This is an optimization exercise on Yosys and OpenROAD, whose aim is small area, not a production implementation. The RTL was checked by simulation tests, not by an equivalence proof against the original design. No driver is modelled on the clock port, so clocking that relies on it looks cheaper here than on a real chip. Power figures rest on the tool's default switching activity, not on a simulated workload.

==> design/flow/flow/run.sh <==
#!/bin/bash
# The standard layout (standard.sh, with its standard synthesis), with two
# changes: the smallest buffer on the ports, and a smaller clock tree without
# dummy loads.  Each tool's output is in standard.log and orfs/logs/.
export BUFFER_PORTS_ARGS="-buffer_cell sky130_fd_sc_hd__buf_1"
export CTS_ARGS="-sink_clustering_enable -repair_clock_nets -dont_use_dummy_load -buf_list {sky130_fd_sc_hd__clkbuf_4}"
bash standard.sh finish > standard.log 2>&1
==> design/flow/standard.sh <==
#!/bin/bash
# synth_recipe.tcl (not shown) runs the flow's synth.tcl, then flattens the netlist and writes it again
# the make line also repeats each setting of config.mk as NAME=value (left out here)
make -C /OpenROAD-flow-scripts/flow DESIGN_CONFIG=/design/flow/config.mk WORK_HOME=/design/flow/orfs CLKGATE_MAP_FILE= SYNTH_SCRIPT=/design/flow/synth_recipe.tcl "${@:-finish}"
==> design/flow/config.mk <==
export PLATFORM = sky130hd
export DESIGN_NAME = simplecvm_core
export DESIGN_NICKNAME = simplecvm_core
export VERILOG_FILES = /design/flow/design.v
export SDC_FILE = /design/flow/constraint.sdc
export NUM_CORES = 4
export LEC_CHECK = 0
export ABC_AREA = 1
export CAP_MARGIN = 20
export CORE_MARGIN = 2
export CORE_UTILIZATION = 60
export SLEW_MARGIN = 20
==> design/flow/constraint.sdc <==
create_clock -name core_clock -period 8.0 [get_ports {clk}]
set_input_delay 1.6000 -clock core_clock [delete_from_list [all_inputs] [get_ports {clk}]]
set_output_delay 1.6000 -clock core_clock [all_outputs]
set_load 0.01 [all_outputs]
==> design/flow/design.v <==
module simplecvm_decode (
    input  wire [7:0] op,
    output wire       legal
);
    assign legal = (op[7:5] == 3'd0) && (op[4:0] <= 5'h12);
endmodule
module simplecvm_alu (
    input  wire a,
    input  wire b,
    input  wire ci,
    output wire s,
    output wire co
);
    assign s  = a ^ b ^ ci;
    assign co = (a & b) | (a & ci) | (b & ci);
endmodule
module simplecvm_core (
    input  wire        clk,
    input  wire        rst,
    output reg         mem_req,
    input  wire        mem_gnt,
    output wire        mem_we,
    output wire        mem_wide,
    output wire [14:0] mem_addr,
    output wire [15:0] mem_wdata,
    input  wire        mem_rvalid,
    input  wire [15:0] mem_rdata,
    output wire        out_valid,
    output wire        out_chr,
    output wire [15:0] out_data,
    output wire        halted,
    output wire        faulted,
    output wire [2:0]  fault_cause,
    output wire [15:0] fault_pc,
    output wire [15:0] fault_info
);
    localparam S_FA    = 5'd0;    
    localparam S_FAW   = 5'd1;    
    localparam S_FB    = 5'd2;    
    localparam S_FBW   = 5'd3;
    localparam S_FC    = 5'd4;    
    localparam S_FCW   = 5'd5;
    localparam S_EX    = 5'd6;    
    localparam S_ALIGN = 5'd7;    
    localparam S_PASS  = 5'd8;    
    localparam S_CHK   = 5'd9;    
    localparam S_MREQ  = 5'd10;   
    localparam S_MWAIT = 5'd11;
    localparam S_STW   = 5'd12;   
    localparam S_NEXT  = 5'd13;   
    localparam S_HALT  = 5'd16;
    localparam S_F1    = 5'd17;   
    localparam S_F1D   = 5'd18;   
    localparam S_F2    = 5'd19;   
    localparam S_F3    = 5'd20;   
    localparam S_F4    = 5'd21;   
    reg  [4:0]  state;
    reg  [3:0]  ph;
    reg         init;             
    reg  [15:0] pc;
    reg  [15:0] x0, x1, x2, x3;   
    reg         fz, fn, fo;
    reg         cy;               
    reg  [4:0]  op;
    reg  [7:0]  rb;               
    reg  [15:0] w;
    wire [1:0]  lo = rb[1:0];
    wire [1:0]  hi = rb[7:6];
    assign halted      = (state == S_HALT);
    assign faulted     = (state[4:3] == 2'b10) && (state[2:0] != 3'd0);
    assign fault_cause = (state == S_F2) ? 3'd2 :
                         (state == S_F3) ? 3'd3 :
                         (state == S_F4) ? 3'd4 : 3'd1;
    assign fault_pc    = pc;
    wire   f_fetch = (state == S_F1);
    assign fault_info  = {w[15] | f_fetch, w[14:0] & {15{~f_fetch}}};
    wire op_load   = (op == 5'h01);
    wire op_loadi  = (op == 5'h02);
    wire op_store  = (op == 5'h03);
    wire op_storei = (op == 5'h04);
    wire op_jmp    = (op >= 5'h05) && (op <= 5'h08);
    wire op_addi   = (op == 5'h09) || (op == 5'h0B);
    wire op_addr   = (op == 5'h0A) || (op == 5'h0C);
    wire op_sub    = (op == 5'h0B) || (op == 5'h0C);
    wire op_outw   = (op == 5'h0D) || (op == 5'h0E);
    wire op_outr   = (op == 5'h0F) || (op == 5'h10);
    wire op_outi   = (op == 5'h11) || (op == 5'h12);
    wire op_alu    = op_addi || op_addr;
    wire f4        = op_load || op_store || op_jmp || op_addi || op_outw;
    wire fmt_p    = op_loadi || op_storei || op_addr;
    wire copy_hi   = op_loadi || op_storei;
    wire copy_op   = copy_hi || op_outr || op_outi;
    wire packed_bad = (rb[5:2] != 4'd0);
    wire single_bad = packed_bad || (hi != 2'd0);
    reg  reg_bad;
    always @(*) begin
        if (fmt_p)
            reg_bad = packed_bad || (copy_hi ? !hi[1] : (lo[1] || hi[1]));
        else if (op_load)
            reg_bad = single_bad;
        else if (op_store || op_addi || op_outr)
            reg_bad = single_bad || lo[1];
        else if (op_outi)
            reg_bad = single_bad || !lo[1];
        else
            reg_bad = 1'b0;
    end
    wire        base_w = (state == S_EX) || (state == S_CHK) ||
                         (state == S_MREQ) || (state == S_STW);
    reg  [2:0]  off;
    always @(*) begin
        case (state)
            S_FB:    off = 3'd1;
            S_FC:    off = 3'd2;
            S_NEXT:  off = f4 ? 3'd4 : 3'd2;
            default: off = 3'd0;
        endcase
    end
    wire [15:0] aout = (base_w ? w : pc) + {13'd0, off};
    wire        wide = (state == S_FC) || base_w;
    wire        oob  = aout[15] || (wide && (aout[14:0] == 15'h7FFF));
    wire        ph0  = (ph == 4'd0) && !init;
    wire [1:0]  rsel = (state == S_ALIGN && copy_hi) ? hi : lo;
    reg  [15:0] rp;
    always @(*) begin
        case (rsel)
            2'd0: rp = x0;
            2'd1: rp = x1;
            2'd2: rp = x2;
            default: rp = x3;
        endcase
    end
    assign mem_addr  = aout[14:0];
    assign mem_wide  = (state != S_FA) && (state != S_FB);
    assign mem_we    = (state == S_STW);
    assign mem_wdata = rp;
    always @(*) begin
        case (state)
            S_FA, S_FB, S_FC: mem_req = !oob;
            S_MREQ:           mem_req = 1'b1;
            S_STW:            mem_req = ph0;
            default:          mem_req = 1'b0;
        endcase
    end
    assign out_valid = (state == S_NEXT) && (op >= 5'h0D);
    assign out_chr  = !op[0];
    assign out_data = {w[15:8] & {8{op[0]}}, w[7:0]};
    wire        pass_on = (state == S_PASS) || (state == S_ALIGN && ph0 && !copy_op);
    wire        first   = (ph == rb[5:2]);
    wire        last    = ((ph + 4'd1) == rb[5:2]);
    reg         b_lo, b_hi;
    always @(*) begin
        case (lo)
            2'd0: b_lo = x0[0];
            2'd1: b_lo = x1[0];
            2'd2: b_lo = x2[0];
            default: b_lo = x3[0];
        endcase
        case (hi)
            2'd0: b_hi = x0[0];
            2'd1: b_hi = x1[0];
            2'd2: b_hi = x2[0];
            default: b_hi = x3[0];
        endcase
    end
    wire        sa  = op_alu && b_lo;
    wire        sb  = (op_addr ? b_hi : w[ph]) ^ op_sub;
    wire        sci = first ? op_sub : cy;
    wire        ss, sco;
    simplecvm_alu u_alu (.a(sa), .b(sb), .ci(sci), .s(ss), .co(sco));
    wire        set_flags = op_alu || !lo[1];
    wire        wr  = pass_on || init;
    wire        wb  = ss && !init;
    always @(posedge clk) begin
        cy <= sco;
        x0 <= {(wr && (init || lo == 2'd0)) ? wb : x0[0], x0[15:1]};
        x1 <= {(wr && (init || lo == 2'd1)) ? wb : x1[0], x1[15:1]};
        x2 <= {(wr && (init || lo == 2'd2)) ? wb : x2[0], x2[15:1]};
        x3 <= {(wr && (init || lo == 2'd3)) ? wb : x3[0], x3[15:1]};
    end
    wire        legal_new;
    simplecvm_decode u_dec (.op(mem_rdata[7:0]), .legal(legal_new));
    wire        jump_taken = (op == 5'h05) || (op == 5'h06 && fz) ||
                             (op == 5'h07 && fn) || (op == 5'h08 && fo);
    always @(posedge clk) begin
        if (rst) begin
            state     <= S_FA;
            ph        <= 4'd0;
            init      <= 1'b1;
            pc        <= 16'h0000;
            fz        <= 1'b0;
            fn        <= 1'b0;
            fo        <= 1'b0;
        end else begin
            ph        <= ph + 4'd1;
            if (ph == 4'd15) init <= 1'b0;
            if (pass_on) begin
                if (set_flags) begin
                    fz <= (first || fz) && !ss;
                    if (ph == 4'd15) begin
                        fn <= ss;
                        if (op_alu) fo <= sci ^ sco;
                    end
                end
            end
            case (state)
                S_FA, S_FB, S_FC: begin
                    if (oob) state <= S_F1;
                    else if (mem_gnt) state <= state + 5'd1;
                end
                S_FAW: if (mem_rvalid) begin
                    op <= mem_rdata[4:0];
                    w  <= mem_rdata;
                    if (!legal_new) state <= S_F4;
                    else if (mem_rdata[4:0] == 5'h00) state <= S_HALT;
                    else state <= S_FB;
                end
                S_FBW: if (mem_rvalid) begin
                    rb <= mem_rdata[7:0];
                    w  <= mem_rdata;          
                    state <= f4 ? S_FC : S_EX;
                end
                S_FCW: if (mem_rvalid) begin
                    if (reg_bad) state <= S_F2;    
                    else begin
                        w <= mem_rdata;
                        state <= S_EX;
                    end
                end
                S_EX: begin
                    if (reg_bad) state <= S_F2;
                    else if (op_store) state <= oob ? S_F1D : S_STW;
                    else if (op_jmp) begin
                        if (w[15]) state <= S_F3;
                        else if (jump_taken) begin pc <= aout; state <= S_FA; end
                        else state <= S_NEXT;
                    end else if (op_outw) state <= S_NEXT;
                    else state <= S_ALIGN;
                end
                S_ALIGN: if (ph0) begin
                    if (copy_op) begin
                        w <= rp;
                        state <= op_outr ? S_NEXT : S_CHK;
                    end else state <= S_PASS;
                end
                S_PASS: if (last) state <= S_NEXT;
                S_CHK: begin
                    if (oob) state <= S_F1D;
                    else if (op_storei) state <= S_STW;
                    else state <= S_MREQ;
                end
                S_MREQ: if (mem_gnt) state <= S_MWAIT;
                S_MWAIT: if (mem_rvalid) begin
                    w <= mem_rdata;
                    if (op_outi) state <= S_NEXT;
                    else begin
                        rb[5:2] <= ph + 4'd1;
                        state <= S_PASS;
                    end
                end
                S_STW: if (ph0 && mem_gnt) state <= S_NEXT;
                S_NEXT: begin
                    pc <= aout;
                    state <= S_FA;
                end
                default: ;    
            endcase
        end
    end
endmodule
==> results of run 1 <==
==> worst max-delay path by stage <==
| stage | start | to | slack (ns) | cells after the start |
|---|---|---|---|---|
| finish | op[0] | mem_req | 1.51 | 28 |
| detailed placement | op[0] | mem_req | 2.11 | 28 |
| floorplan | state[0] | mem_req | 2.89 | 28 |
| global route | op[0] | mem_req | 1.04 | 28 |
| CTS | op[0] | mem_req | 1.53 | 28 |
| global placement | op[0] | mem_req | 2.26 | 28 |
==> worst max-delay path: cells and delay by family, from the launching register on <==
kind                       cells  cell delay [ns]
buffers and inverters          8             0.72
AOI/OAI and AO/OA              4             0.72
adders and majority gates      1             0.46
DFF                            1             0.63
and+or+nand+nor               15             1.83
==> logic make-up after synthesis <==
| group | synth area share [%] |
|---|---|
| AND/OR/NAND/NOR | 32.4 |
| buffers and inverters | 11.4 |
| AO/OA/AOI/OAI | 10.7 |
| flip-flops | 41.3 |
| XOR/XNOR | 1.95 |
| adder cells (fa/ha/maj) | 2.29 |
==> registers in the layout, summed over array words and instances, names as in the netlist <==
register	count
x1	16
fz	1
fo	1
w	16
rb	8
init	1
pc	16
op	5
x2	16
fn	1
x0	16
state	5
x3	16
ph	4
cy	1
==> power by group through the flow <==
| stage | Sequential, mW | Combinational (mW) | Clock (mW) |
|---|---|---|---|
| 2_1_floorplan | 0.700 | 0.364 | 0 |
| 3_3_place_gp | 0.716 | 0.448 | 0 |
| 3_5_place_dp | 0.716 | 0.448 | 0 |
| 4_1_cts | 0.702 | 0.450 | 0.292 |
| 5_1_grt | 0.706 | 0.513 | 0.316 |
| 6_report | 0.703 | 0.455 | 0.286 |
==> layout by cell type, fill, tap and decap left out, types with 6 or more instances in the layout <==
cell / Yosys / layout
sky130_fd_sc_hd__nor2_2: 8 / 10
sky130_fd_sc_hd__nand3_1: 49 / 49
sky130_fd_sc_hd__nor2_1: 95 / 93
sky130_fd_sc_hd__edfxtp_1: 29 / 29
sky130_fd_sc_hd__a21oi_1: 32 / 32
sky130_fd_sc_hd__ha_1: 9 / 9
sky130_fd_sc_hd__nand2_2: 13 / 13
sky130_fd_sc_hd__dfxtp_1: 94 / 94
sky130_fd_sc_hd__xnor2_1: 6 / 6
sky130_fd_sc_hd__inv_1: 123 / 123
sky130_fd_sc_hd__nand4_1: 27 / 27
sky130_fd_sc_hd__o21ai_0: 63 / 63
sky130_fd_sc_hd__nor2_4: 8 / 8
sky130_fd_sc_hd__o211ai_1: 8 / 8
sky130_fd_sc_hd__nor3_1: 11 / 11
sky130_fd_sc_hd__buf_1: 2 / 108
sky130_fd_sc_hd__clkbuf_4: 0 / 17
sky130_fd_sc_hd__xor2_1: 7 / 7
sky130_fd_sc_hd__nand2_1: 268 / 268
==> per-layer routing <==
metal | global-route usage (%) | up-vias
li1 | - | 3160
met1 | 41.7 | 2802
met2 | 47.3 | 235
met3 | 6.82 | 26
met4 | 9.13 | 0
met5 | 0 | -
==> area by class of cell <==
class                      count  area [um^2]
tap                          140          175
sequential                   123         2750
timing repair buffer         113          447
multi-input combinational    642         3160
clock buffer                  17          128
inverter                     128          483
fill                        1051         3690
==> metrics by stage <==
stage | power [mW] | util [%] | cells | setup WS, ns
6_report | 1.44 | 65.9 | 1163 | 1.51
5_1_grt | 1.54 | 65.9 | 1163 | 1.04
4_1_cts | 1.44 | 65.9 | 1163 | 1.53
3_5_place_dp | 1.16 | 64.7 | 1146 | 2.11
3_3_place_gp | 1.16 | 64.6 | 1145 | 2.26
2_1_floorplan | 1.06 | - | 937 | 2.89
==> impl_metrics.xml, run 1 <==
<?xml version="1.0" encoding="UTF-8"?>
<metrics>
  <group name="floorplan">
    <metric name="die_area" unit="um^2">12000</metric>
    <metric name="io_pins" unit="">109</metric>
    <metric name="die_x" unit="um">109</metric>
    <metric name="core_region_area" unit="um^2">10800</metric>
    <metric name="floorplan.rows" unit="">38</metric>
    <metric name="chipHeight" unit="um">109</metric>
    <metric name="floorplan.initialDensity" unit="%">61.5</metric>
  </group>
  <group name="synth">
    <metric name="dominantRegCellSynth" unit="">sky130_fd_sc_hd__dfxtp_1</metric>
    <metric name="synth.largest_area_cell" unit="">sky130_fd_sc_hd__dfxtp_1</metric>
    <metric name="post_synth_instance_area" unit="um^2">6670</metric>
    <metric name="synth_enable_flop_cells" unit="">29</metric>
    <metric name="ys_warn_count" unit="">1</metric>
    <metric name="syn_avg_cell_area" unit="um^2">7.12</metric>
    <metric name="syn-instance-count" unit="">937</metric>
    <metric name="synth_top_area_share" unit="%">28.2</metric>
    <metric name="synth_nets" unit="">968</metric>
    <metric name="proportion_of_synthesized_chip_area_in_sequential_cells" unit="%">41.3</metric>
    <metric name="synth_top_cells_by_count" unit="">sky130_fd_sc_hd__nand2_1, sky130_fd_sc_hd__inv_1, sky130_fd_sc_hd__nor2_1, sky130_fd_sc_hd__dfxtp_1, sky130_fd_sc_hd__o21ai_0</metric>
    <metric name="synth.top_cells.by_area" unit="">sky130_fd_sc_hd__dfxtp_1, sky130_fd_sc_hd__nand2_1, sky130_fd_sc_hd__edfxtp_1, sky130_fd_sc_hd__inv_1, sky130_fd_sc_hd__nor2_1</metric>
    <metric name="fraction_of_synthesis_flops_using_an_asynchronous_set_or_reset_pin" unit="%">0</metric>
    <metric name="synthesized_flop_and_latch_total" unit="">123</metric>
    <metric name="synth_cell_types" unit="">46</metric>
    <metric name="synthMostInstantiatedCell" unit="">sky130_fd_sc_hd__nand2_1</metric>
  </group>
  <group name="cts">
    <metric name="cts_sinks" unit="">123</metric>
    <metric name="post_cts_hold_fix_bufs" unit="">0</metric>
    <metric name="cts_made_buffers" unit="">17</metric>
    <metric name="clk_pin_slew_worst_setup_hold_paths" unit="ns">0.09</metric>
    <metric name="clockBufferDepth" unit="">2</metric>
    <metric name="ctsRootBufferMaster" unit="">sky130_fd_sc_hd__clkbuf_4</metric>
    <metric name="ctsResizeCount" unit="">0</metric>
    <metric name="cts_setup_buffers" unit="">0</metric>
    <metric name="insertion_delay" unit="ns">0.52</metric>
    <metric name="clock_tree_from_tritoncts" unit="">built</metric>
    <metric name="h-tree-depth" unit="">4</metric>
  </group>
  <group name="detailed_routing">
    <metric name="detail_route.wl_per_cell" unit="um">15.3</metric>
    <metric name="routed_wl" unit="um">17800</metric>
    <metric name="met3_wirelength" unit="um">1240</metric>
    <metric name="drt_pass1_iterations" unit="">5</metric>
    <metric name="ant_nets" unit="">0</metric>
    <metric name="route.detailed.vias_per_inst" unit="">5.35</metric>
    <metric name="num_vias" unit="">6223</metric>
    <metric name="post-route-drc-count" unit="">0</metric>
    <metric name="dr.first_iter.drc_count" unit="">522</metric>
    <metric name="dr.max_layer_used" unit="">met4</metric>
    <metric name="wl_met2" unit="um">8070</metric>
    <metric name="met1_length" unit="um">8130</metric>
  </group>
  <group name="pwr">
    <metric name="power.share.combinational" unit="%">31.5</metric>
    <metric name="clkPwrFrac" unit="%">19.8</metric>
    <metric name="p_sw" unit="mW">0.538</metric>
    <metric name="p_per_area" unit="nW/um^2">202</metric>
    <metric name="power.share.sequential" unit="%">48.7</metric>
    <metric name="netSwitchingFraction" unit="%">37.2</metric>
    <metric name="cellInternalPower" unit="mW">0.906</metric>
    <metric name="leakage" unit="nW">3.08</metric>
    <metric name="worst_ir_drop_vdd" unit="V">0.000179</metric>
  </group>
  <group name="setup_path">
    <metric name="timing.critical_path.arrival" unit="ns">4.89</metric>
    <metric name="startpoint_type" unit="">register</metric>
    <metric name="worst_path_most_repeated_cell" unit="">sky130_fd_sc_hd__inv_1</metric>
    <metric name="r2r_path_end" unit="">state[0]</metric>
    <metric name="crit_path_max_incr_delay" unit="ns">0.63</metric>
    <metric name="cp.required" unit="ns">6.40</metric>
    <metric name="cp_slowest_cell" unit="">sky130_fd_sc_hd__edfxtp_1</metric>
    <metric name="critPathKind" unit="">reg2out</metric>
    <metric name="worstReg2RegStart" unit="">op[0]</metric>
    <metric name="timing.reg2reg.worst_path_depth" unit="">28</metric>
    <metric name="critical_path.max_fanout" unit="">14</metric>
    <metric name="reg2reg_slack" unit="ns">3.49</metric>
    <metric name="endpoint_kind" unit="">primary output</metric>
  </group>
  <group name="placement">
    <metric name="numPortBuffers" unit="">108</metric>
    <metric name="dp_hpwl" unit="um">13800</metric>
    <metric name="dpl_cell_area" unit="um^2">7020</metric>
    <metric name="gpl.final_weighted_congestion" unit="">0.932</metric>
  </group>
  <group name="final_layout">
    <metric name="antenna_cells" unit="">0</metric>
    <metric name="layout-drive-gt1-share" unit="%">6.74</metric>
    <metric name="nets" unit="">1056</metric>
    <metric name="post-route-cell-area" unit="um^2">7150</metric>
    <metric name="syn_to_layout_area_delta" unit="%">7.15</metric>
  </group>
  <group name="global_route">
    <metric name="grtUsageTotal" unit="%">30.2</metric>
    <metric name="number_of_antenna_violations_at_the_first_check_in_global_routing" unit="">0</metric>
    <metric name="grt_start_max_net_pins" unit="">26</metric>
    <metric name="first_global_vias" unit="">5485</metric>
    <metric name="grt_remaining_overflow" unit="">0</metric>
    <metric name="grt_first_pass_wirelength" unit="um">27400</metric>
  </group>
  <group name="sta">
    <metric name="timing.final.setup_violations" unit="">0</metric>
    <metric name="minimum_clock_period_after_layout" unit="ns">6.49</metric>
    <metric name="layout_worst_path_cycle_share" unit="%">81.1</metric>
    <metric name="grt_setup_unrepaired" unit="">false</metric>
    <metric name="hold-worst-slack" unit="ns">0.333</metric>
    <metric name="finalMaxSlewViolations" unit="">0</metric>
    <metric name="timing.clock.skew" unit="ns">0.0424</metric>
    <metric name="clock.fmax" unit="GHz">0.154</metric>
    <metric name="slew_headroom" unit="%">28.6</metric>
    <metric name="tightest_slew" unit="ns">1.07</metric>
    <metric name="finalHoldViolations" unit="">0</metric>
    <metric name="timing.setup.tns" unit="ns">0</metric>
  </group>
  <group name="hold_path">
    <metric name="hold-path-cell-count" unit="">0</metric>
    <metric name="worst_hold_path_type" unit="">reg2reg</metric>
    <metric name="hold_path.startpoint" unit="">x0[12]</metric>
    <metric name="hold-path-endpoint" unit="">x0[11]</metric>
  </group>
  <group name="job">
    <metric name="maxCapViolations" unit="">0</metric>
  </group>
  <group name="outcome">
    <metric name="status" unit="">finished clean</metric>
  </group>
</metrics>
==> run 2, diff against run 1 <==
==> design/flow/flow/run.sh (replaced) <==
#!/bin/bash
# The standard layout (standard.sh), with three changes:
#  - after the standard synthesis, its combinational logic is mapped again
#    for area with Yosys/ABC (flow/reopt.tcl, flow/area.abc); every flip-flop
#    of the standard synthesis is kept as it is (instance, name, cell type);
#  - the smallest buffer on the ports;
#  - a clock tree of clkbuf_8 without dummy loads.
# Each tool's output goes to a log of its own here: synth.log, reopt.log,
# layout.log (and ORFS's own logs under orfs/logs/).
set -e
here=$(pwd)
bash standard.sh synth > synth.log 2>&1
res=$(ls -d orfs/results/*/*/base | head -1)
plat=$(basename $(dirname $(dirname $res)))
lib=$FLOW_HOME/platforms/$plat/lib/sky130_fd_sc_hd__tt_025C_1v80.lib
cp $res/1_2_yosys.v synth_standard.v
export REOPT_LIB=$lib REOPT_IN=$here/synth_standard.v REOPT_OUT=$here/synth_reopt.v \
       REOPT_TOP=$FLOW_TOP REOPT_SCRIPT=$here/flow/area.abc REOPT_STAT=$here/reopt_stat.txt
export REOPT_SEQ="$(grep -oE 'sky130_fd_sc_hd__(df|edf|sdf|dl)[a-z0-9_]*' synth_standard.v | sort -u | tr '\n' ' ')"
export REOPT_DONT_USE="$(sed -n '/^export DONT_USE_CELLS/,/^#/p' $FLOW_HOME/platforms/$plat/config.mk | grep -oE 'sky130_fd_sc_hd__[a-z0-9_]+' | tr '\n' ' ')"
${YOSYS_EXE:-yosys} -c flow/reopt.tcl > reopt.log 2>&1
cp synth_reopt.v $res/1_2_yosys.v
rm -f $res/1_synth.odb
export BUFFER_PORTS_ARGS="-buffer_cell sky130_fd_sc_hd__buf_1"
export CTS_ARGS="-sink_clustering_enable -repair_clock_nets -dont_use_dummy_load -buf_list sky130_fd_sc_hd__clkbuf_8"
bash standard.sh finish > layout.log 2>&1
==> design/flow/flow/area.abc (new file) <==
strash
dc2
dch -f
amap
strash
dc2
dch -f
amap
strash
dc2
dch -f
amap
strash
dc2
dch -f
amap
strash
dc2
dch -f
amap
strash
dc2
dch -f
amap
topo
==> design/flow/flow/reopt.tcl (new file) <==
# Re-map the combinational logic of the standard synthesis for area.
# The flip-flops are kept as they are: same instances, names and cell types.
yosys -import
set lib $::env(REOPT_LIB)
read_liberty -ignore_miss_func $lib
read_verilog $::env(REOPT_IN)
hierarchy -top $::env(REOPT_TOP)
foreach m [split $::env(REOPT_SEQ) " "] {
  if { $m ne "" } { setattr -mod -set keep_hierarchy 1 $m }
}
flatten
opt_clean -purge
set du {}
foreach c [split $::env(REOPT_DONT_USE) " "] {
  if { $c ne "" } { lappend du -dont_use $c }
}
abc -liberty $lib {*}$du -script $::env(REOPT_SCRIPT)
opt_clean -purge
splitnets
opt_clean -purge
hilomap -singleton -hicell sky130_fd_sc_hd__conb_1 HI -locell sky130_fd_sc_hd__conb_1 LO
insbuf -buf sky130_fd_sc_hd__buf_4 A X
opt_clean -purge
tee -o $::env(REOPT_STAT) stat -liberty $lib
select $::env(REOPT_TOP)
write_verilog -noattr -nohex -nodec -selected $::env(REOPT_OUT)
--- a/design/flow/config.mk
+++ b/design/flow/config.mk
@@ -10,3 +10,3 @@
 export CORE_MARGIN = 2
-export CORE_UTILIZATION = 60
+export CORE_UTILIZATION = 40
 export SLEW_MARGIN = 20
==> run 2 against run 1 <==
Compared with the run above: combinational power up 19%; largest cell class is now registers; register-to-register slack worse by 1.8 ns; synthesized area down 17%; via count down 13%; still clean on timing, DRC and antenna; total power up 14%; non-clock buffer count up 6; synthesized cell count down 29%; first-iteration DRC count up 8.4%; wire length down 1.7%; count of clock-buffer cells in the layout unchanged; sequential power about the same.
==> impl_metrics.xml, run 2 <==
<?xml version="1.0" encoding="UTF-8"?>
<metrics>
  <group name="outcome">
    <metric name="status" unit="">finished clean</metric>
  </group>
  <group name="hold_path">
    <metric name="hold-path-endpoint" unit="">x1[12]</metric>
    <metric name="hold-path-cell-count" unit="">0</metric>
    <metric name="hold_path.startpoint" unit="">x1[13]</metric>
    <metric name="worst_hold_path_type" unit="">reg2reg</metric>
  </group>
  <group name="final_layout">
    <metric name="layout.cells.most_common" unit="">sky130_fd_sc_hd__nor2_1</metric>
    <metric name="final_cell_mix" unit="">sky130_fd_sc_hd__nor2_1, sky130_fd_sc_hd__buf_1, sky130_fd_sc_hd__clkinv_1, sky130_fd_sc_hd__dfxtp_1, sky130_fd_sc_hd__nand2_1</metric>
    <metric name="syn_to_layout_area_delta" unit="%">14.5</metric>
    <metric name="layout-drive-gt1-share" unit="%">4.63</metric>
    <metric name="antenna_cells" unit="">0</metric>
    <metric name="nets" unit="">799</metric>
  </group>
  <group name="pwr">
    <metric name="p_per_area" unit="nW/um^2">258</metric>
    <metric name="finalPower" unit="mW">1.64</metric>
    <metric name="worst_ir_drop_vdd" unit="V">0.000106</metric>
    <metric name="leakage" unit="nW">2.19</metric>
  </group>
  <group name="floorplan">
    <metric name="core_region_area" unit="um^2">13700</metric>
    <metric name="io_pins" unit="">109</metric>
    <metric name="chipHeight" unit="um">122</metric>
    <metric name="die_x" unit="um">122</metric>
    <metric name="floorplan.initialDensity" unit="%">40.4</metric>
    <metric name="die_area" unit="um^2">14800</metric>
    <metric name="floorplan.rows" unit="">43</metric>
  </group>
  <group name="synth">
    <metric name="ys_warn_count" unit="">1</metric>
    <metric name="syn_avg_cell_area" unit="um^2">8.34</metric>
    <metric name="synth_nets" unit="">685</metric>
    <metric name="syn-instance-count" unit="">665</metric>
    <metric name="post_synth_instance_area" unit="um^2">5540</metric>
  </group>
  <group name="setup_path">
    <metric name="startpoint_type" unit="">register</metric>
    <metric name="timing.critical_path.arrival" unit="ns">5.79</metric>
    <metric name="cp_slowest_cell" unit="">sky130_fd_sc_hd__dfxtp_1</metric>
    <metric name="worstReg2RegStart" unit="">state[2]</metric>
    <metric name="critical_path.max_fanout" unit="">16</metric>
    <metric name="worst-path-buf-inv" unit="">6</metric>
    <metric name="endpoint_kind" unit="">primary output</metric>
    <metric name="cp.required" unit="ns">6.40</metric>
    <metric name="crit_path_max_incr_delay" unit="ns">0.61</metric>
    <metric name="critPathKind" unit="">reg2out</metric>
    <metric name="r2r_path_end" unit="">state[2]</metric>
    <metric name="timing.reg2reg.worst_path_depth" unit="">31</metric>
    <metric name="path_delay_family" unit="">simple AND/OR/NAND/NOR gates</metric>
    <metric name="reg2reg_slack" unit="ns">1.67</metric>
  </group>
  <group name="placement">
    <metric name="gpl.final_weighted_congestion" unit="">0.916</metric>
    <metric name="dp_hpwl" unit="um">13200</metric>
    <metric name="numPortBuffers" unit="">108</metric>
  </group>
  <group name="sta">
    <metric name="finalHoldViolations" unit="">0</metric>
    <metric name="minimum_clock_period_after_layout" unit="ns">7.39</metric>
    <metric name="timing.setup.tns" unit="ns">0</metric>
    <metric name="timing.final.setup_violations" unit="">0</metric>
    <metric name="slew_headroom" unit="%">36.3</metric>
    <metric name="hold-worst-slack" unit="ns">0.329</metric>
    <metric name="layout_worst_path_cycle_share" unit="%">92.4</metric>
    <metric name="tightest_slew" unit="ns">0.955</metric>
    <metric name="finalMaxSlewViolations" unit="">0</metric>
    <metric name="timing.clock.skew" unit="ns">0.0296</metric>
    <metric name="clock.fmax" unit="GHz">0.135</metric>
  </group>
  <group name="cts">
    <metric name="clk_pin_slew_worst_setup_hold_paths" unit="ns">0.08</metric>
    <metric name="ctsRootBufferMaster" unit="">sky130_fd_sc_hd__clkbuf_8</metric>
    <metric name="h-tree-depth" unit="">4</metric>
    <metric name="clock_tree_from_tritoncts" unit="">built</metric>
    <metric name="cts_sinks" unit="">123</metric>
    <metric name="cts_made_buffers" unit="">17</metric>
    <metric name="post_cts_hold_fix_bufs" unit="">0</metric>
    <metric name="insertion_delay" unit="ns">0.46</metric>
    <metric name="clockBufferDepth" unit="">2</metric>
  </group>
  <group name="detailed_routing">
    <metric name="route.detailed.vias_per_inst" unit="">5.68</metric>
    <metric name="dr.first_iter.drc_count" unit="">566</metric>
    <metric name="ant_nets" unit="">0</metric>
    <metric name="detail_route.wl_per_cell" unit="um">18.2</metric>
    <metric name="drt_pass1_iterations" unit="">8</metric>
    <metric name="post-route-drc-count" unit="">0</metric>
    <metric name="routed_wl" unit="um">17500</metric>
    <metric name="num_vias" unit="">5432</metric>
  </group>
  <group name="global_route">
    <metric name="grtUsageTotal" unit="%">23.6</metric>
    <metric name="grt_first_pass_wirelength" unit="um">26400</metric>
    <metric name="number_of_antenna_violations_at_the_first_check_in_global_routing" unit="">0</metric>
    <metric name="grt_start_max_net_pins" unit="">21</metric>
    <metric name="first_global_vias" unit="">4982</metric>
    <metric name="grt_remaining_overflow" unit="">0</metric>
  </group>
  <group name="job">
    <metric name="maxCapViolations" unit="">0</metric>
  </group>
</metrics>
run 2: what timing repair did:
action | 4_1_cts | 5_1_grt
resized for setup | 0 | 6
setup endpoints to repair | 0 | 2
buffers inserted | 0 | 3
endpoints found under the hold margin | 0 | 0
run 2: layout make-up:
class	count	area, um^2
inverter	96	364
sequential	123	2750
fill	1401	7370
multi-input combinational	422	2290
timing repair buffer	119	488
clock buffer	17	234
tap	180	225
run 2: worst max-delay path by stage:
stage | depth (start not counted) | slack [ns] | endpoint | startpoint
6_report | 30 | 0.61 | mem_req | state[2]
5_1_grt | 32 | -0.04 | mem_req | state[0]
4_1_cts | 31 | 0.20 | mem_req | state[0]
3_5_place_dp | 31 | 0.69 | mem_req | state[0]
3_3_place_gp | 31 | 0.94 | mem_req | state[0]
2_1_floorplan | 28 | 1.30 | mem_req | state[0]
run 2: report_power, final:
group	switching, mW	internal (mW)	total, mW
Combinational	0.371	0.169	0.540
Clock	0.211	0.186	0.398
Sequential	0.0338	0.669	0.703
run 2: worst reg2reg max path, delay by kind of cell (launching register included):
kind	cells	cell delay, ns
AOI/OAI and AO/OA	10	2.26
and+or+nand+nor	15	1.99
buffers and inverters	6	1.38
DFF	1	0.61
run 2: layer usage:
layer	vias up	global-route usage [%]	part of all wire, %
li1	2569	-	-
met1	2567	30.1	43
met2	257	38.7	47
met3	39	5.48	7.4
met4	0	9.70	2.4
met5	-	0	0
run 2: per-stage QoR:
step / cell area [um^2] / std cells / setup WS [ns] / util [%]
final: 6350 / 957 / 0.611 / 46.3
after global routing: 6350 / 957 / -0.0395 / 46.3
after CTS: 6290 / 954 / 0.196 / 45.9
after detailed placement: 6060 / 937 / 0.693 / 44.2
after global placement: 6060 / 937 / 0.937 / 44.2
after floorplan: 5540 / 665 / 1.30 / -
==> run 3, diff against run 2 <==
--- a/design/flow/flow/run.sh
+++ b/design/flow/flow/run.sh
@@ -6,3 +6,3 @@
 #  - the smallest buffer on the ports;
-#  - a clock tree of clkbuf_8 without dummy loads.
+#  - a clock tree of clkbuf_4/clkbuf_8 without dummy loads.
 # Each tool's output goes to a log of its own here: synth.log, reopt.log,
@@ -24,3 +24,3 @@
 export BUFFER_PORTS_ARGS="-buffer_cell sky130_fd_sc_hd__buf_1"
-export CTS_ARGS="-sink_clustering_enable -repair_clock_nets -dont_use_dummy_load -buf_list sky130_fd_sc_hd__clkbuf_8"
+export CTS_ARGS="-sink_clustering_enable -repair_clock_nets -dont_use_dummy_load -buf_list {sky130_fd_sc_hd__clkbuf_4 sky130_fd_sc_hd__clkbuf_8}"
 bash standard.sh finish > layout.log 2>&1
--- a/design/flow/config.mk
+++ b/design/flow/config.mk
@@ -10,3 +10,3 @@
 export CORE_MARGIN = 2
-export CORE_UTILIZATION = 40
+export CORE_UTILIZATION = 60
 export SLEW_MARGIN = 20
==> run 3 against run 2 <==
Compared with the run above: synthesized area unchanged; critical path depth unchanged; final cell count down 7.6%; count of clock-buffer cells in the layout unchanged; via count down 0.57%; fmax up 0.17%; non-clock buffer count down 4; core utilization up 22 points; cell area down 1.8%; highest routed layer unchanged.
==> impl_metrics.xml, run 3 <==
<?xml version="1.0" encoding="UTF-8"?>
<metrics>
  <group name="outcome">
    <metric name="status" unit="">finished clean</metric>
  </group>
  <group name="setup_path">
    <metric name="startpoint_type" unit="">register</metric>
    <metric name="timing.reg2reg.worst_path_depth" unit="">32</metric>
    <metric name="worstReg2RegStart" unit="">state[3]</metric>
    <metric name="cp_slowest_cell" unit="">sky130_fd_sc_hd__dfxtp_1</metric>
    <metric name="timing.critical_path.arrival" unit="ns">5.78</metric>
    <metric name="reg2reg_slack" unit="ns">1.65</metric>
    <metric name="endpoint_kind" unit="">primary output</metric>
    <metric name="r2r_path_end" unit="">state[2]</metric>
    <metric name="critPathKind" unit="">reg2out</metric>
    <metric name="worst_path_most_repeated_cell" unit="">sky130_fd_sc_hd__nand2_1</metric>
    <metric name="crit_path_max_incr_delay" unit="ns">0.44</metric>
    <metric name="cp.required" unit="ns">6.40</metric>
    <metric name="critical_path.max_fanout" unit="">16</metric>
  </group>
  <group name="sta">
    <metric name="timing.final.setup_violations" unit="">0</metric>
    <metric name="slew_headroom" unit="%">28.0</metric>
    <metric name="finalMaxSlewViolations" unit="">0</metric>
    <metric name="timing.setup.tns" unit="ns">0</metric>
    <metric name="finalHoldViolations" unit="">0</metric>
    <metric name="tightest_slew" unit="ns">1.08</metric>
    <metric name="minimum_clock_period_after_layout" unit="ns">7.38</metric>
    <metric name="timing.clock.skew" unit="ns">0.0225</metric>
    <metric name="grt_setup_unrepaired" unit="">false</metric>
    <metric name="clock.fmax" unit="GHz">0.136</metric>
    <metric name="layout_worst_path_cycle_share" unit="%">92.2</metric>
  </group>
  <group name="global_route">
    <metric name="grt_first_pass_wirelength" unit="um">25300</metric>
    <metric name="first_global_vias" unit="">4898</metric>
    <metric name="grt_start_max_net_pins" unit="">21</metric>
    <metric name="grtUsageTotal" unit="%">32.5</metric>
    <metric name="number_of_antenna_violations_at_the_first_check_in_global_routing" unit="">0</metric>
    <metric name="grt_remaining_overflow" unit="">0</metric>
  </group>
  <group name="hold_path">
    <metric name="hold-path-cell-count" unit="">0</metric>
    <metric name="worst_hold_path_type" unit="">reg2reg</metric>
    <metric name="hold_path.startpoint" unit="">x2[15]</metric>
    <metric name="hold-path-endpoint" unit="">x2[14]</metric>
  </group>
  <group name="detailed_routing">
    <metric name="detail_route.wl_per_cell" unit="um">18.2</metric>
    <metric name="route.detailed.vias_per_inst" unit="">6.11</metric>
    <metric name="dr.first_iter.drc_count" unit="">352</metric>
    <metric name="post-route-drc-count" unit="">0</metric>
    <metric name="ant_nets" unit="">0</metric>
    <metric name="num_vias" unit="">5401</metric>
    <metric name="drt_pass1_iterations" unit="">7</metric>
    <metric name="routed_wl" unit="um">16100</metric>
  </group>
  <group name="cts">
    <metric name="cts_sinks" unit="">123</metric>
    <metric name="cts_made_buffers" unit="">17</metric>
    <metric name="h-tree-depth" unit="">4</metric>
    <metric name="clk_pin_slew_worst_setup_hold_paths" unit="ns">0.07</metric>
    <metric name="clock_tree_from_tritoncts" unit="">built</metric>
    <metric name="post_cts_hold_fix_bufs" unit="">0</metric>
    <metric name="ctsRootBufferMaster" unit="">sky130_fd_sc_hd__clkbuf_8</metric>
    <metric name="clockBufferDepth" unit="">2</metric>
    <metric name="insertion_delay" unit="ns">0.43</metric>
  </group>
  <group name="floorplan">
    <metric name="chipHeight" unit="um">100</metric>
    <metric name="io_pins" unit="">109</metric>
    <metric name="floorplan.rows" unit="">35</metric>
    <metric name="die_area" unit="um^2">10000</metric>
    <metric name="core_region_area" unit="um^2">9110</metric>
    <metric name="floorplan.initialDensity" unit="%">60.9</metric>
    <metric name="die_x" unit="um">100</metric>
  </group>
  <group name="placement">
    <metric name="dp_hpwl" unit="um">12200</metric>
    <metric name="numPortBuffers" unit="">108</metric>
    <metric name="placed_cells" unit="">865</metric>
    <metric name="gpl.final_weighted_congestion" unit="">0.950</metric>
  </group>
  <group name="pwr">
    <metric name="finalPower" unit="mW">1.61</metric>
    <metric name="leakage" unit="nW">2.16</metric>
    <metric name="worst_ir_drop_vdd" unit="V">0.000196</metric>
    <metric name="p_per_area" unit="nW/um^2">259</metric>
  </group>
  <group name="final_layout">
    <metric name="instances_no_fill" unit="">884</metric>
    <metric name="final_cell_mix" unit="">sky130_fd_sc_hd__nor2_1, sky130_fd_sc_hd__buf_1, sky130_fd_sc_hd__clkinv_1, sky130_fd_sc_hd__dfxtp_1, sky130_fd_sc_hd__nand2_1</metric>
    <metric name="nets" unit="">795</metric>
    <metric name="antenna_cells" unit="">0</metric>
    <metric name="layout-drive-gt1-share" unit="%">4.27</metric>
    <metric name="syn_to_layout_area_delta" unit="%">12.5</metric>
    <metric name="layout.cells.most_common" unit="">sky130_fd_sc_hd__nor2_1</metric>
  </group>
  <group name="synth">
    <metric name="ys_warn_count" unit="">1</metric>
    <metric name="post_synth_instance_area" unit="um^2">5540</metric>
    <metric name="synth_nets" unit="">685</metric>
    <metric name="syn_avg_cell_area" unit="um^2">8.34</metric>
    <metric name="syn-instance-count" unit="">665</metric>
  </group>
  <group name="job">
    <metric name="maxCapViolations" unit="">0</metric>
  </group>
</metrics>
run 3: changes by cell type in the layout (fill, tap and decap cells not counted):
cell | before | now
sky130_fd_sc_hd__nor2b_2 | 0 | 1
sky130_fd_sc_hd__nor4_1 | 6 | 5
sky130_fd_sc_hd__buf_4 | 11 | 7
sky130_fd_sc_hd__o41ai_2 | 1 | 0
sky130_fd_sc_hd__o41ai_1 | 0 | 1
sky130_fd_sc_hd__nor4_2 | 1 | 2
sky130_fd_sc_hd__nor2b_1 | 6 | 5
run 3: repair_timing:
item | 4_1_cts | 5_1_grt
resized for setup | 0 | 6
endpoints found under the hold margin | 0 | 0
endpoints found under the setup margin | 0 | 2
buffers inserted | 0 | 2
run 3: routing by layer:
layer / up-vias / wire, um / track usage [%]
met3: 52 / 1300 / 6.06
met1: 2468 / 6760 / 43.6
met4: 0 / 453 / 12.0
met5: - / 0 / 0
met2: 312 / 7600 / 52.6
li1: 2569 / - / -
run 3: worst max path at each step:
stage,from,end,slack [ns],cells after the start
global route,state[0],mem_req,0.02,32
floorplan,state[0],mem_req,1.30,28
detailed placement,state[2],mem_req,0.76,30
CTS,state[2],mem_req,0.31,30
finish,state[3],mem_req,0.62,30
global placement,state[2],mem_req,1.17,30
run 3: critical path: cells and delay by family, from the launching register on:
kind	cells	cell delay, ns
and+or+nand+nor	16	2.45
AOI/OAI and AO/OA	8	1.31
buffers and inverters	6	1.16
DFF	1	0.44
run 3: report_power, final:
group          total (mW)  switching [mW]  internal [mW]
Clock               0.391           0.205          0.187
Combinational       0.520           0.355          0.165
Sequential          0.703          0.0343          0.669
run 3: layout make-up:
class / count / area, um^2
fill: 772 / 2870
sequential: 123 / 2750
multi-input combinational: 422 / 2290
timing repair buffer: 115 / 458
inverter: 96 / 364
clock buffer: 17 / 234
tap: 111 / 139
run 3: stage by stage:
step	setup WS, ns	area [um^2]	utilization (%)	hold WS, ns
4_1_cts	0.309	6190	67.9	0.334
6_report	0.623	6230	68.4	0.334
5_1_grt	0.0208	6230	68.4	0.341
3_3_place_gp	1.17	5950	65.3	0.335
2_1_floorplan	1.30	5540	-	0.330
3_5_place_dp	0.759	5950	65.3	0.339
==> run 4, diff against run 3 <==
--- a/design/flow/design.v
+++ b/design/flow/design.v
@@ -64,6 +64,6 @@
     reg  [4:0]  op;
-    reg  [7:0]  rb;               
+    reg  [5:0]  rb;               
     reg  [15:0] w;
     wire [1:0]  lo = rb[1:0];
-    wire [1:0]  hi = rb[7:6];
+    wire [1:0]  hi = w[7:6];
     assign halted      = (state == S_HALT);
@@ -119,4 +119,11 @@
     wire [15:0] aout = (base_w ? w : pc) + {13'd0, off};
-    wire        wide = (state == S_FC) || base_w;
-    wire        oob  = aout[15] || (wide && (aout[14:0] == 15'h7FFF));
+    reg         f_oob;
+    always @(*) begin
+        case (state)
+            S_FA:    f_oob = pc[15];
+            S_FB:    f_oob = pc[15] || (&pc[14:0]);
+            default: f_oob = pc[15] || ((&pc[14:2]) && (pc[1] || pc[0]));
+        endcase
+    end
+    wire        w_oob = w[15] || (&w[14:0]);
     wire        ph0  = (ph == 4'd0) && !init;
@@ -138,3 +145,3 @@
         case (state)
-            S_FA, S_FB, S_FC: mem_req = !oob;
+            S_FA, S_FB, S_FC: mem_req = !f_oob;
             S_MREQ:           mem_req = 1'b1;
@@ -207,3 +214,3 @@
                 S_FA, S_FB, S_FC: begin
-                    if (oob) state <= S_F1;
+                    if (f_oob) state <= S_F1;
                     else if (mem_gnt) state <= state + 5'd1;
@@ -218,3 +225,3 @@
                 S_FBW: if (mem_rvalid) begin
-                    rb <= mem_rdata[7:0];
+                    rb <= mem_rdata[5:0];
                     w  <= mem_rdata;          
@@ -230,4 +237,4 @@
                 S_EX: begin
-                    if (reg_bad) state <= S_F2;
-                    else if (op_store) state <= oob ? S_F1D : S_STW;
+                    if (!f4 && reg_bad) state <= S_F2;
+                    else if (op_store) state <= w_oob ? S_F1D : S_STW;
                     else if (op_jmp) begin
@@ -247,3 +254,3 @@
                 S_CHK: begin
-                    if (oob) state <= S_F1D;
+                    if (w_oob) state <= S_F1D;
                     else if (op_storei) state <= S_STW;
--- a/design/flow/flow/area.abc
+++ b/design/flow/flow/area.abc
@@ -1 +1,17 @@
+strash
+dc2
+dch -f
+amap
+strash
+dc2
+dch -f
+amap
+strash
+dc2
+dch -f
+amap
+strash
+dc2
+dch -f
+amap
 strash
==> run 4 against run 3 <==
Compared with the run above: still clean on timing, DRC and antenna; sequential cell count fell by 2; via count rose by 2.1%; clock power rose by 2%; worst setup slack got worse by 0.023 ns; final cell count fell by 0.45%; cell area rose by 0.34%; critical path depth rose by 5; sequential share of layout area fell by 1.1 points; register-to-register slack improved by 0.77 ns; combinational power rose by 8.1%; critical path type unchanged.
==> impl_metrics.xml, run 4 <==
<?xml version="1.0" encoding="UTF-8"?>
<metrics>
  <group name="detailed_routing">
    <metric name="routed_wl" unit="um">16800</metric>
    <metric name="dr.first_iter.drc_count" unit="">647</metric>
    <metric name="num_vias" unit="">5516</metric>
    <metric name="route.detailed.vias_per_inst" unit="">6.27</metric>
    <metric name="drt_pass1_iterations" unit="">6</metric>
    <metric name="detail_route.wl_per_cell" unit="um">19.1</metric>
    <metric name="post-route-drc-count" unit="">0</metric>
    <metric name="ant_nets" unit="">0</metric>
  </group>
  <group name="final_layout">
    <metric name="final_cell_mix" unit="">sky130_fd_sc_hd__nor2_1, sky130_fd_sc_hd__buf_1, sky130_fd_sc_hd__dfxtp_1</metric>
    <metric name="layout-drive-gt1-share" unit="%">4.94</metric>
    <metric name="antenna_cells" unit="">0</metric>
    <metric name="nets" unit="">791</metric>
    <metric name="final_core_utilization" unit="%">68.7</metric>
    <metric name="syn_to_layout_area_delta" unit="%">12.9</metric>
    <metric name="instances_no_fill" unit="">880</metric>
    <metric name="layout.cells.most_common" unit="">sky130_fd_sc_hd__nor2_1</metric>
    <metric name="post-route-cell-area" unit="um^2">6260</metric>
  </group>
  <group name="sta">
    <metric name="clock.fmax" unit="GHz">0.135</metric>
    <metric name="timing.final.setup_violations" unit="">0</metric>
    <metric name="minimum_clock_period_after_layout" unit="ns">7.40</metric>
    <metric name="finalHoldViolations" unit="">0</metric>
    <metric name="timing.setup.tns" unit="ns">0</metric>
    <metric name="hold-worst-slack" unit="ns">0.325</metric>
    <metric name="finalMaxSlewViolations" unit="">0</metric>
    <metric name="timing.clock.skew" unit="ns">0.0430</metric>
    <metric name="finalWorstSetupSlack" unit="ns">0.600</metric>
    <metric name="layout_worst_path_cycle_share" unit="%">92.5</metric>
    <metric name="slew_headroom" unit="%">31.6</metric>
    <metric name="tightest_slew" unit="ns">1.02</metric>
  </group>
  <group name="setup_path">
    <metric name="cp.required" unit="ns">6.40</metric>
    <metric name="worst_path_most_repeated_cell" unit="">sky130_fd_sc_hd__nor2_1</metric>
    <metric name="critPathKind" unit="">reg2out</metric>
    <metric name="timing.critical_path.arrival" unit="ns">5.80</metric>
    <metric name="startpoint_type" unit="">register</metric>
    <metric name="endpoint_kind" unit="">primary output</metric>
    <metric name="crit_path_max_incr_delay" unit="ns">0.38</metric>
    <metric name="cp_slowest_cell" unit="">sky130_fd_sc_hd__dfxtp_1</metric>
    <metric name="critical_path.max_fanout" unit="">18</metric>
  </group>
  <group name="hold_path">
    <metric name="worst_hold_path_type" unit="">reg2reg</metric>
  </group>
  <group name="global_route">
    <metric name="grt_remaining_overflow" unit="">0</metric>
    <metric name="grt_util_met3" unit="%">7.80</metric>
    <metric name="grt_start_max_net_pins" unit="">23</metric>
    <metric name="number_of_antenna_violations_at_the_first_check_in_global_routing" unit="">0</metric>
    <metric name="first_global_vias" unit="">5005</metric>
    <metric name="grt_first_pass_wirelength" unit="um">25800</metric>
    <metric name="busiest_layer" unit="">met2</metric>
    <metric name="global_route.usage.met1" unit="%">43.8</metric>
    <metric name="grtUsageTotal" unit="%">33.4</metric>
    <metric name="met2_usage" unit="%">53.7</metric>
  </group>
  <group name="pwr">
    <metric name="finalPower" unit="mW">1.67</metric>
    <metric name="worst_ir_drop_vdd" unit="V">0.000200</metric>
    <metric name="p_per_area" unit="nW/um^2">267</metric>
    <metric name="leakage" unit="nW">2.14</metric>
  </group>
  <group name="cts">
    <metric name="clk_pin_slew_worst_setup_hold_paths" unit="ns">0.07</metric>
    <metric name="clock_tree_from_tritoncts" unit="">built</metric>
    <metric name="ctsRootBufferMaster" unit="">sky130_fd_sc_hd__clkbuf_8</metric>
    <metric name="cts_sinks" unit="">121</metric>
    <metric name="h-tree-depth" unit="">4</metric>
    <metric name="post_cts_hold_fix_bufs" unit="">0</metric>
    <metric name="cts_made_buffers" unit="">17</metric>
    <metric name="clockBufferDepth" unit="">2</metric>
    <metric name="insertion_delay" unit="ns">0.44</metric>
  </group>
  <group name="synth">
    <metric name="syn-instance-count" unit="">660</metric>
    <metric name="syn_avg_cell_area" unit="um^2">8.40</metric>
    <metric name="ys_warn_count" unit="">1</metric>
    <metric name="synth_nets" unit="">680</metric>
    <metric name="post_synth_instance_area" unit="um^2">5540</metric>
  </group>
  <group name="floorplan">
    <metric name="core_region_area" unit="um^2">9110</metric>
    <metric name="die_x" unit="um">100</metric>
    <metric name="floorplan.initialDensity" unit="%">60.9</metric>
    <metric name="io_pins" unit="">109</metric>
    <metric name="floorplan.rows" unit="">35</metric>
    <metric name="die_area" unit="um^2">10000</metric>
    <metric name="chipHeight" unit="um">100</metric>
  </group>
  <group name="placement">
    <metric name="dp_hpwl" unit="um">12400</metric>
    <metric name="numPortBuffers" unit="">108</metric>
    <metric name="gpl.final_weighted_congestion" unit="">0.993</metric>
    <metric name="placed_cells" unit="">860</metric>
    <metric name="dp_slack" unit="ns">0.531</metric>
    <metric name="dpl_cell_area" unit="um^2">5950</metric>
  </group>
  <group name="job">
    <metric name="maxCapViolations" unit="">0</metric>
  </group>
  <group name="outcome">
    <metric name="status" unit="">finished clean</metric>
  </group>
</metrics>
## run 4: cell types whose count changed in the layout (fill, tap and decap cells not counted), sizes merged, moves of 5 or more
cell and delta:
o21ai -8, nor2 +31, nor4 +5, a21oi +13, o22ai -19, nand2 -13, o22a +6, clkinv -21
a22o -7, o221a +14, a31oi +5
## run 4: layout make-up
class / count / area (um^2)
clock buffer: 17 / 234
inverter: 76 / 289
fill: 764 / 2850
timing repair buffer: 116 / 469
tap: 111 / 139
sequential: 121 / 2700
multi-input combinational: 439 / 2430
## run 4: final timing paths
kind	depth (start not counted)	startpoint	to	slack, ns
setup / recovery	35	state[1]	mem_addr[14]	0.60
hold / removal	0	x0[3]	x0[2]	0.33
setup reg to reg	35	state[1]	pc[14]	2.42
hold reg to reg	0	x0[3]	x0[2]	0.33
## run 4: power breakdown
part,internal (mW),switching (mW),total (mW)
Sequential,0.663,0.0445,0.707
Combinational,0.181,0.381,0.562
Clock,0.186,0.212,0.399
Total,1.03,0.638,1.67
## run 4: timing repair
action	CTS	global route
hold endpoints to repair	0	0
buffers inserted	0	3
setup endpoints to repair	0	3
gates resized for setup	0	13
## run 4: critical path: cells and delay by family (launching register included)
kind                   cells  cell delay (ns)
AO/OA/AOI/OAI              4             0.77
AND/OR/NAND/NOR           19             2.77
buffers and inverters     12             1.46
flip-flops                 1             0.38
## run 4: layer usage
layer | vias to the layer above | share of wire (%)
li1 | 2592 | -
met5 | - | 0
met3 | 53 | 9.8
met1 | 2540 | 40
met4 | 0 | 3.4
met2 | 331 | 47
==> run 5, diff against run 4 <==
==> design/flow/flow/run.sh (replaced) <==
#!/bin/bash
# The standard layout (standard.sh), with these changes:
#  - after the standard synthesis, its combinational logic is mapped again
#    for area with Yosys/ABC (flow/reopt.tcl, flow/area.abc); every flip-flop
#    of the standard synthesis is kept as it is (instance, name, cell type);
#  - the smallest buffer on the ports;
#  - a clock tree of clkbuf_4 without dummy loads, in which the buffers that
#    drive too slow a clock edge are then made clkbuf_8 (flow/clkfix.tcl).
# Each tool's output goes to a log of its own here: synth.log, reopt.log,
# cts.log, clkfix.log, layout.log (and ORFS's own logs under orfs/logs/).
set -e
here=$(pwd)
bash standard.sh synth > synth.log 2>&1
res=$(ls -d orfs/results/*/*/base | head -1)
plat=$(basename $(dirname $(dirname $res)))
pdir=$FLOW_HOME/platforms/$plat
lib=$pdir/lib/sky130_fd_sc_hd__tt_025C_1v80.lib
cp $res/1_2_yosys.v synth_standard.v
export REOPT_LIB=$lib REOPT_IN=$here/synth_standard.v REOPT_OUT=$here/synth_reopt.v \
       REOPT_TOP=$FLOW_TOP REOPT_SCRIPT=$here/flow/area.abc REOPT_STAT=$here/reopt_stat.txt
export REOPT_SEQ="$(grep -oE 'sky130_fd_sc_hd__(df|edf|sdf|dl)[a-z0-9_]*' synth_standard.v | sort -u | tr '\n' ' ')"
export REOPT_DONT_USE="$(sed -n '/^export DONT_USE_CELLS/,/^#/p' $pdir/config.mk | grep -oE 'sky130_fd_sc_hd__[a-z0-9_]+' | tr '\n' ' ')"
${YOSYS_EXE:-yosys} -c flow/reopt.tcl > reopt.log 2>&1
cp synth_reopt.v $res/1_2_yosys.v
rm -f $res/1_synth.odb
export BUFFER_PORTS_ARGS="-buffer_cell sky130_fd_sc_hd__buf_1"
export CTS_ARGS="-sink_clustering_enable -repair_clock_nets -dont_use_dummy_load -buf_list sky130_fd_sc_hd__clkbuf_4"
bash standard.sh cts > cts.log 2>&1
CLKFIX_LIB=$lib CLKFIX_ODB=$here/$res/4_cts.odb CLKFIX_SDC=$here/$res/4_cts.sdc \
CLKFIX_RC=$pdir/setRC.tcl CLKFIX_SLEW=0.100 \
  openroad -no_init -exit flow/clkfix.tcl > clkfix.log 2>&1
bash standard.sh finish > layout.log 2>&1
==> design/flow/flow/clkfix.tcl (new file) <==
# Upsize the clock buffers whose flip-flops would see too slow a clock edge:
# each clkbuf_4 whose sinks' estimated slew is over CLKFIX_SLEW ns becomes a
# clkbuf_8, then the placement is legalized again.
read_liberty $::env(CLKFIX_LIB)
read_db $::env(CLKFIX_ODB)
read_sdc $::env(CLKFIX_SDC)
source $::env(CLKFIX_RC)
set_propagated_clock [all_clocks]
set limit $::env(CLKFIX_SLEW)
proc worst_sink_slew { net } {
  set w 0
  foreach p [get_pins -of_objects $net -filter "direction==input"] {
    set s [get_property $p slew_max]
    if { $s > $w } { set w $s }
  }
  return $w
}
for { set pass 0 } { $pass < 3 } { incr pass } {
  estimate_parasitics -placement
  set changed 0
  foreach inst [get_cells *] {
    if { [get_property $inst ref_name] ne "sky130_fd_sc_hd__clkbuf_4" } { continue }
    set out [get_pins -of_objects $inst -filter "direction==output"]
    set net [get_nets -of_objects $out]
    set s [worst_sink_slew $net]
    if { $s > $limit } {
      puts "clkfix: [get_full_name $inst] sink slew $s -> clkbuf_8"
      replace_cell $inst sky130_fd_sc_hd__clkbuf_8
      incr changed
    }
  }
  if { $changed == 0 } { break }
}
detailed_placement
check_placement
estimate_parasitics -placement
set w 0
foreach inst [get_cells *] {
  if { [string match "*df*" [get_property $inst ref_name]] } {
    set s [get_property [get_pins -of_objects $inst -filter "name==CLK"] slew_max]
    if { $s > $w } { set w $s }
  }
}
puts "clkfix: worst flip-flop clock slew (placement estimate) $w"
write_db $::env(CLKFIX_ODB)
--- a/design/flow/config.mk
+++ b/design/flow/config.mk
@@ -10,3 +10,3 @@
 export CORE_MARGIN = 2
-export CORE_UTILIZATION = 60
+export CORE_UTILIZATION = 75
 export SLEW_MARGIN = 20
==> run 5 against run 4 <==
Compared with the run above: still clean on timing, DRC and antenna; fmax shrank 1.7%; sequential power barely moved; synthesized cell count unchanged; die area is 19% lower; core utilization grew 16 points; combinational power rose by 0.7%; worst hold slack improved by 0.026 ns; clock skew is 0.010 ns lower; critical path depth fell by 3; highest routed layer unchanged.
==> impl_metrics.xml, run 5 <==
<?xml version="1.0" encoding="UTF-8"?>
<metrics>
  <group name="setup_path">
    <metric name="critPathKind" unit="">reg2out</metric>
    <metric name="cp.required" unit="ns">6.40</metric>
    <metric name="timing.critical_path.arrival" unit="ns">5.93</metric>
    <metric name="endpoint_kind" unit="">primary output</metric>
    <metric name="worst_path_most_repeated_cell" unit="">sky130_fd_sc_hd__nor2_1</metric>
    <metric name="critical_path.startpoint" unit="">state[2]</metric>
    <metric name="startpoint_type" unit="">register</metric>
    <metric name="crit_path_max_incr_delay" unit="ns">0.46</metric>
    <metric name="worstReg2RegStart" unit="">state[2]</metric>
    <metric name="cp_slowest_cell" unit="">sky130_fd_sc_hd__dfxtp_2</metric>
    <metric name="critical_path.max_fanout" unit="">18</metric>
  </group>
  <group name="sta">
    <metric name="timing.final.setup_violations" unit="">0</metric>
    <metric name="layout_worst_path_cycle_share" unit="%">94.1</metric>
    <metric name="minimum_clock_period_after_layout" unit="ns">7.53</metric>
    <metric name="finalMaxSlewViolations" unit="">0</metric>
    <metric name="hold-worst-slack" unit="ns">0.352</metric>
    <metric name="slew_headroom" unit="%">21.9</metric>
    <metric name="finalHoldViolations" unit="">0</metric>
    <metric name="timing.clock.skew" unit="ns">0.0329</metric>
    <metric name="finalWorstSetupSlack" unit="ns">0.471</metric>
    <metric name="timing.setup.tns" unit="ns">0</metric>
    <metric name="clock.fmax" unit="GHz">0.133</metric>
    <metric name="tightest_slew" unit="ns">1.17</metric>
  </group>
  <group name="cts">
    <metric name="ctsRootBufferMaster" unit="">sky130_fd_sc_hd__clkbuf_4</metric>
    <metric name="clockBufferDepth" unit="">2</metric>
    <metric name="clk_pin_slew_worst_setup_hold_paths" unit="ns">0.10</metric>
    <metric name="insertion_delay" unit="ns">0.41</metric>
    <metric name="h-tree-depth" unit="">4</metric>
    <metric name="clock_tree_from_tritoncts" unit="">built</metric>
    <metric name="cts_sinks" unit="">121</metric>
    <metric name="cts_made_buffers" unit="">17</metric>
  </group>
  <group name="pwr">
    <metric name="clkPwrFrac" unit="%">20.3</metric>
    <metric name="p_per_area" unit="nW/um^2">261</metric>
    <metric name="p_sw" unit="mW">0.645</metric>
    <metric name="power.share.sequential" unit="%">44.3</metric>
    <metric name="power.share.combinational" unit="%">35.4</metric>
    <metric name="worst_ir_drop_vdd" unit="V">0.000200</metric>
    <metric name="cellInternalPower" unit="mW">0.952</metric>
    <metric name="netSwitchingFraction" unit="%">40.4</metric>
    <metric name="leakage" unit="nW">2.09</metric>
    <metric name="finalPower" unit="mW">1.60</metric>
  </group>
  <group name="detailed_routing">
    <metric name="route.detailed.vias_per_inst" unit="">7.07</metric>
    <metric name="drt_pass1_iterations" unit="">18</metric>
    <metric name="post-route-drc-count" unit="">0</metric>
    <metric name="routed_wl" unit="um">19100</metric>
    <metric name="ant_nets" unit="">0</metric>
    <metric name="dr.first_iter.drc_count" unit="">1169</metric>
    <metric name="num_vias" unit="">6122</metric>
    <metric name="detail_route.wl_per_cell" unit="um">22.0</metric>
  </group>
  <group name="synth">
    <metric name="syn_avg_cell_area" unit="um^2">8.40</metric>
    <metric name="ys_warn_count" unit="">1</metric>
    <metric name="syn-instance-count" unit="">660</metric>
    <metric name="post_synth_instance_area" unit="um^2">5540</metric>
    <metric name="synth_nets" unit="">680</metric>
  </group>
  <group name="final_layout">
    <metric name="antenna_cells" unit="">0</metric>
    <metric name="nets" unit="">789</metric>
    <metric name="layout.cells.most_common" unit="">sky130_fd_sc_hd__nor2_1</metric>
    <metric name="layout-drive-gt1-share" unit="%">4.82</metric>
    <metric name="final_cell_mix" unit="">sky130_fd_sc_hd__nor2_1, sky130_fd_sc_hd__buf_1, sky130_fd_sc_hd__dfxtp_1</metric>
    <metric name="fillerInstances" unit="">401</metric>
    <metric name="syn_to_layout_area_delta" unit="%">10.6</metric>
  </group>
  <group name="floorplan">
    <metric name="chipHeight" unit="um">90.0</metric>
    <metric name="core_region_area" unit="um^2">7210</metric>
    <metric name="die_area" unit="um^2">8090</metric>
    <metric name="die_x" unit="um">90.0</metric>
    <metric name="floorplan.initialDensity" unit="%">76.8</metric>
    <metric name="io_pins" unit="">109</metric>
    <metric name="floorplan.rows" unit="">31</metric>
  </group>
  <group name="global_route">
    <metric name="grt_remaining_overflow" unit="">0</metric>
    <metric name="first_global_vias" unit="">5637</metric>
    <metric name="grt_first_pass_wirelength" unit="um">29100</metric>
    <metric name="grtUsageTotal" unit="%">45.7</metric>
    <metric name="number_of_antenna_violations_at_the_first_check_in_global_routing" unit="">0</metric>
    <metric name="grt_start_max_net_pins" unit="">23</metric>
  </group>
  <group name="placement">
    <metric name="gpl.final_weighted_congestion" unit="">1.01</metric>
    <metric name="numPortBuffers" unit="">108</metric>
    <metric name="dp_hpwl" unit="um">13000</metric>
    <metric name="dp_slack" unit="ns">0.440</metric>
  </group>
  <group name="hold_path">
    <metric name="hold_path.startpoint" unit="">x0[6]</metric>
    <metric name="worst_hold_path_type" unit="">reg2reg</metric>
  </group>
  <group name="job">
    <metric name="maxCapViolations" unit="">0</metric>
  </group>
  <group name="outcome">
    <metric name="status" unit="">finished clean</metric>
  </group>
</metrics>
## run 5: final timing paths
| kind | slack [ns] | cells after the start | to |
|---|---|---|---|
| max | 0.47 | 32 | mem_addr[14] |
| min | 0.35 | 0 | x0[5] |
| max reg2reg | 2.27 | 32 | pc[14] |
| min reg2reg | 0.35 | 0 | x0[5] |
## run 5: layer usage
layer | up-vias | share of wire (%) | global-route usage (%)
li1 | 2578 | - | -
met1 | 2695 | 33 | 54.5
met2 | 641 | 45 | 73.9
met3 | 208 | 13 | 12.0
met4 | 0 | 9.2 | 29.0
met5 | - | 0 | 0
## run 5: critical path, delay by kind of cell, from the launching register on
kind | cells | cell delay (ns)
and+or+nand+nor | 16 | 2.49
AOI/OAI and AO/OA | 4 | 0.77
buffers and inverters | 12 | 1.82
DFF | 1 | 0.46
## run 5: power groups by stage
stage	clock network, mW	registers (mW)	logic, mW
after global placement	0	0.712	0.518
after floorplan	0	0.701	0.379
after detailed placement	0	0.713	0.525
after global routing	0.335	0.709	0.610
final	0.324	0.707	0.566
after CTS	0.294	0.701	0.532
## run 5: final cells by class
class                      count  area [um^2]  share of cell area (%)
sequential                   121         2700                    44.0
multi-input combinational    439         2420                    39.5
timing repair buffer         114          450                    7.35
inverter                      76          290                    4.74
clock buffer                  17          146                    2.39
tap                           99          124                    2.02
## run 5: stage by stage
| step | utilization (%) | cells | area (um^2) |
|---|---|---|---|
| after floorplan | - | 660 | 5540 |
| after global routing | 84.9 | 866 | 6130 |
| after detailed placement | 82.2 | 847 | 5930 |
| after global placement | 82.2 | 847 | 5930 |
| after CTS | 84.0 | 864 | 6060 |
| final | 84.9 | 866 | 6130 |
## run 5: repair_timing
| item | in CTS | in global routing |
|---|---|---|
| endpoints found under the setup margin | 1 | 3 |
| hold buffers | 0 | 0 |
| buffers inserted | 0 | 2 |
| endpoints found under the hold margin | 0 | 0 |
| resized for setup | 1 | 12 |
| pin swaps | 0 | 0 |

re-timing with driven ports:
In the flow no input, the clock included, has a driving cell. The finished layouts below were timed again as built, in two steps.
Step 1 assumes that a clkbuf_16 drives the clock port and a buf_2 every other input.
Step 2, shift: input delay + t, output delay - t, t = (earliest + latest rising clock arrival at the registers) / 2. This alone moves slack from input paths to output paths.
Three values: ideal, step 1, step 2; two values: the first two.
run	t (ns)	setup WS [ns]	clock arrival spread, ns
run 1	0.536	1.512 / 1.477 / 2.013	0.042 / 0.043
run 2	0.477	0.611 / 0.576 / 1.052	0.030 / 0.031
run 3	0.447	0.623 / 0.588 / 1.035	0.029 / 0.029
run 4	0.450	0.600 / 0.567 / 1.016	0.053 / 0.053
run 5	0.424	0.471 / 0.439 / 0.863	0.034 / 0.033
After both steps every run listed still meets setup and hold.
